Source: an optimization exercise on an open RTL-to-GDS flow (aim: small area, a short achievable clock period and few clock cycles per item). Production flows keep margins and buffers that such runs may drop.
Where RTL was checked, it was by simulation tests only, not by an equivalence proof against the original.
Power is estimated from default activity; no workload was simulated.

==> flow/design.v <==
module olidx_voice_codec (
    input  wire       clk,
    input  wire       rst,         
    input  wire       in_valid,
    output wire       in_ready,
    input  wire [7:0] in_data,
    input  wire       in_unpack,   
    output wire       out_valid,
    input  wire       out_ready,
    output wire [7:0] out_data,
    output wire       out_last,
    output wire [6:0] out_chk
);
    function automatic dec_cons(input m, input v, input [4:0] s);
        begin
            if (!v && !m)     dec_cons = (s <= 5'd20);
            else if (!v)      dec_cons = !(s == 5'd11 || s == 5'd14 || s == 5'd17 || s == 5'd20);
            else if (!m)      dec_cons = 1'b1;
            else              dec_cons = !(s == 5'd9 || s == 5'd15 || s == 5'd16);
        end
    endfunction
    function automatic dec_prod(input m, input v, input [4:0] s);
        begin
            if (!v && !m)     dec_prod = !(s == 5'd11 || (s >= 5'd13 && s <= 5'd19));
            else if (!v)      dec_prod = 1'b1;
            else if (!m)      dec_prod = !(s == 5'd9 || s == 5'd15 || s == 5'd16);
            else              dec_prod = 1'b1;
        end
    endfunction
    reg        mode;        
    reg  [2:0] sec;         
    reg  [4:0] k;           
    reg        r_cons, r_prod, r_need, r_send;
    reg  [2:0] hb;          
    reg  [4:0] hc;          
    reg  [7:0] hd;          
    reg  [5:0] he;          
    reg  [7:0] hf;          
    reg  [7:0] ir;
    reg        ir_u, ir_v;
    reg  [7:0] o_data;
    reg        o_v, o_last;
    reg        p_v, p_first, p_in_s;   
    reg  [6:0] ck;
    reg  [7:0] s_data;
    reg        s_v, s_last;
    reg        rdy;
    wire voice = (sec == 3'd6);
    wire first = (sec == 3'd0) && (k == 5'd0);
    wire lastb = voice && (k == 5'd28);
    wire cons  = r_cons;
    wire prod  = r_prod;
    wire need  = r_need;
    wire send  = r_send;
    wire go    = (!need || ir_v) && (!prod || !s_v);
    wire push  = go && prod;
    wire take  = go && cons;
    wire ld_o  = !o_v || out_ready;
    wire [2:0] sec_a  = send ? (voice ? 3'd0 : sec + 3'd1) : sec;
    wire [4:0] k_a    = send ? 5'd0 : k + 5'd1;
    wire [2:0] sec_n  = go ? sec_a : sec;
    wire [4:0] k_n    = go ? k_a : k;
    wire       v_a    = (sec_a == 3'd6);
    wire       cons_a = dec_cons(mode, v_a, k_a);
    wire       prod_a = dec_prod(mode, v_a, k_a);
    wire       need_a = cons_a || (mode && (v_a ? (k_a == 5'd9 || k_a == 5'd15 || k_a == 5'd16)
                                                : (k_a == 5'd11 || k_a == 5'd14 || k_a == 5'd17)));
    wire       send_a = v_a ? (k_a == 5'd28) : (mode ? (k_a == 5'd20) : (k_a == 5'd24));
    wire       cons_n = go ? cons_a : cons;
    wire       prod_n = go ? prod_a : prod;
    wire sv1  = !s_v && push && lastb;                        
    wire sv0  = s_v ? o_v : (push && (lastb || o_v));         
    wire irv1 = rdy || (ir_v && !take);                        
    wire irv0 = !rdy && ir_v && !take;                         
    wire ov1  = s_v || (push && !lastb);
    wire rd1  = cons_n && (!prod_n || !sv1);
    wire rd0  = cons_n && (!prod_n || !sv0);
    reg s_v_n, rdy_n, o_v_n, ir_v_n;
    always @* begin
        ir_v_n = in_valid ? irv1 : irv0;
        if (out_ready) begin
            s_v_n = sv1; o_v_n = ov1;
            rdy_n = !ir_v_n || rd1;
        end else begin
            s_v_n = sv0; o_v_n = o_v || ov1;
            rdy_n = !ir_v_n || rd0;
        end
    end
    wire       ck_en = p_v && !(o_v && o_last);
    wire [6:0] ck_n  = (p_first ? 7'd0 : ck) - (p_in_s ? s_data[6:0] : o_data[6:0]);
    wire       in_s1 = lastb;
    wire       in_s0 = lastb || o_v;
    reg [7:0] b;
    always @* begin
        b = ir;
        if (!mode && !voice) begin
            case (k)
                5'd12: b = {4'b0, ir[1:0], hb[1:0]};
                5'd20: b = {1'b0, ir[3:0], hb};
                5'd21: b = {3'b0, hc};
                5'd22: b = hd;
                5'd23: b = {2'b0, he};
                5'd24: b = hf;
                default: b = ir;
            endcase
        end else if (!mode) begin
            case (k)
                5'd8:  b = {3'b0, ir[4:0]};
                5'd10: b = {4'b0, ir[0], hb};
                5'd17: b = {1'b0, ir[2:0], hd[2:0], hc[2]};
                default: b = ir;
            endcase
        end else if (!voice) begin
            case (k)
                5'd11: b = {6'b0, ir[1:0]};
                5'd12: b = {6'b0, ir[3:2]};
                5'd13: b = {5'b0, ir[2:0]};
                5'd14: b = {6'b0, ir[1:0]};
                5'd15: b = {5'b0, ir[4:2]};
                5'd17: b = {7'b0, ir[0]};
                5'd18: b = {3'b0, ir[5:1]};
                5'd20: b = {4'b0, hd[6:3]};
                default: b = ir;
            endcase
        end else begin
            case (k)
                5'd8:  b = {3'b0, ir[4:0]};
                5'd9:  b = {5'b0, ir[2:0]};
                5'd10: b = {7'b0, ir[3]};
                5'd15: b = {7'b0, ir[0]};
                5'd16: b = {5'b0, ir[3:1]};
                5'd17: b = {5'b0, ir[6:4]};
                default: b = ir;
            endcase
        end
    end
    always @(posedge clk) begin
        if (!ir_v || take) begin
            ir   <= in_data;
            ir_u <= in_unpack;
        end
        if (go && first)
            mode <= ir_u;
        if (rst) begin
            sec   <= 3'd0;
            k     <= 5'd0;
            r_cons <= 1'b1;              
            r_prod <= 1'b1;
            r_need <= 1'b1;
            r_send <= 1'b0;
            rdy   <= 1'b1;
            ir_v  <= 1'b0;
            s_v   <= 1'b0;
            o_v   <= 1'b0;
            p_v   <= 1'b0;
            ck    <= 7'd0;
        end else begin
            sec   <= sec_n;
            k     <= k_n;
            if (go) begin
                r_cons <= cons_a;
                r_prod <= prod_a;
                r_need <= need_a;
                r_send <= send_a;
            end
            rdy   <= rdy_n;
            ir_v  <= ir_v_n;
            s_v   <= s_v_n;
            o_v   <= o_v_n;
            if (ck_en)
                ck <= ck_n;
            if (push) begin
                p_v     <= 1'b1;
                p_first <= first;
                p_in_s  <= out_ready ? in_s1 : in_s0;
            end else begin
                if (ck_en)
                    p_v <= 1'b0;
                if (ld_o)
                    p_in_s <= 1'b0;
            end
        end
    end
    always @(posedge clk) begin
        if (k == 5'd9 || k == 5'd11 || k == 5'd13) hb <= ir[2:0];
        if (k == 5'd14) hc[1:0] <= ir[1:0];
        if (k == 5'd15) hc[4:2] <= ir[2:0];
        if ((k == 5'd13 && mode) || (k == 5'd16 && !mode)) hd <= ir;
        if (k == 5'd17) he[0] <= ir[0];
        if (k == 5'd18) he[5:1] <= ir[4:0];
        if (k == 5'd19) hf <= ir;
    end
    always @(posedge clk) begin
        if (rst) begin
            o_data <= 8'd0;
            o_last <= 1'b0;
        end else if (ld_o) begin
            o_data <= s_v ? s_data : b;
            o_last <= s_v && s_last;
        end
        if (!s_v) begin
            s_data <= b;
            s_last <= lastb;
        end
    end
    assign in_ready  = rdy;
    assign out_valid = o_v;
    assign out_data  = o_data;
    assign out_last  = o_last;
    assign out_chk   = ck;
endmodule
clock: 9.0 ns
lec_check: 0
abc_clock_period_in_ps: 2500
cap_margin: 20
core_margin: 2
core_utilization: 40
cts_buf_list: sky130_fd_sc_hd__clkbuf_8
place_density: 0.6
setup_slack_margin: 5
slew_margin: 20
standard.sh (not shown) runs the stock make flow with config.mk's settings and CLKGATE_MAP_FILE= SYNTH_SCRIPT=/design/flow/synth_recipe.tcl, a recipe that flattens the netlist after the stock synthesis.
==> flow/flow/run.sh <==
#!/bin/bash
# Standard ORFS layout (the standard.sh) with a tighter timing-repair
# target, no footprint restriction on resizing and plain buffers on the ports.
# The full make output goes to standard.log in this folder.
bash standard.sh SETUP_SLACK_MARGIN=6.3 MATCH_CELL_FOOTPRINT=0 'BUFFER_PORTS_ARGS=-buffer_cell sky130_fd_sc_hd__buf_2'  finish > standard.log 2>&1
Testbench counts at the start, summed over its fixed seeds: cycles 32,440, records 192.
Then changed:
--- a/flow/design.v
+++ b/flow/design.v
@@ -35,17 +35,17 @@
     reg  [4:0] hc;          
     reg  [7:0] hd;          
     reg  [5:0] he;          
     reg  [7:0] hf;          
     reg  [7:0] ir;
-    reg        ir_u, ir_v;
+    reg        ir_v;
     reg  [7:0] o_data;
     reg        o_v, o_last;
     reg        p_v, p_first, p_in_s;   
     reg  [6:0] ck;
     reg  [7:0] s_data;
-    reg        s_v, s_last;
+    reg        s_v;
     reg        rdy;
     wire voice = (sec == 3'd6);
     wire first = (sec == 3'd0) && (k == 5'd0);
     wire lastb = voice && (k == 5'd28);
     wire cons  = r_cons;
@@ -133,16 +133,14 @@
                 default: b = ir;
             endcase
         end
     end
     always @(posedge clk) begin
-        if (!ir_v || take) begin
-            ir   <= in_data;
-            ir_u <= in_unpack;
-        end
-        if (go && first)
-            mode <= ir_u;
+        if (!ir_v || take)
+            ir <= in_data;
+        if (rdy && in_valid && ((first && !ir_v) || (take && lastb)))
+            mode <= in_unpack;
         if (rst) begin
             sec   <= 3'd0;
             k     <= 5'd0;
             r_cons <= 1'b1;              
             r_prod <= 1'b1;
@@ -194,16 +192,14 @@
         if (rst) begin
             o_data <= 8'd0;
             o_last <= 1'b0;
         end else if (ld_o) begin
             o_data <= s_v ? s_data : b;
-            o_last <= s_v && s_last;
-        end
-        if (!s_v) begin
+            o_last <= s_v && first;
+        end
+        if (!s_v)
             s_data <= b;
-            s_last <= lastb;
-        end
     end
     assign in_ready  = rdy;
     assign out_valid = o_v;
     assign out_data  = o_data;
     assign out_last  = o_last;
Setup slack gets better by 17 ps.
Cell area grows by 3.0%.
Synthesized area grows by 2.7%.
Worst hold slack gets better by 32 ps.
Utilization grows by 0.80 points.
Register-to-register slack gets worse by 40 ps.
Routed wire length grows by 6.4%.
Sequential power shrinks by about 2%.
Synthesized cell count grows by 4.1%.
Total power stays flat.
Clock skew stays flat.
First-iteration DRC count shrinks by 16%.
Critical path depth does not change.
For the second run of this note, only the layout was checked, not whether the RTL still works.

## what the ideal ports hide
Ports are ideal in the flow. The routed layouts listed here were re-timed in OpenROAD. Step 1 (the two cells are an assumption about what drives the block):
set clk [get_ports {clk}]
set_driving_cell -lib_cell sky130_fd_sc_hd__clkbuf_16 $clk
set_driving_cell -lib_cell sky130_fd_sc_hd__buf_2 [delete_from_list [all_inputs] $clk]
Step 2 times the ports against the registers' clock, not the clock port: input delays grow and output delays shrink by t, the midpoint of the rising clock arrivals with the driver on. a / b / c = ideal ports / drivers / drivers and shift; a / b = the first two.
| run | t, ns | setup slack, ns | worst hold slack (ns) | worst setup path after step 2 | cell pins on the clock port's net |
|---|---|---|---|---|---|
| the first run | 0.417 | 6.324 / 6.288 / 5.968 | 0.426 / 0.426 / 0.426 | input to register | 1 |
| the second run | 0.410 | 6.341 / 6.308 / 5.986 | 0.459 / 0.459 / 0.459 | input to register | 1 |
After both steps setup and hold are still met in every run listed. For the first run, which loses most, drivers alone change the setup slack by -0.036 ns; drivers and shift together by -0.356 ns.
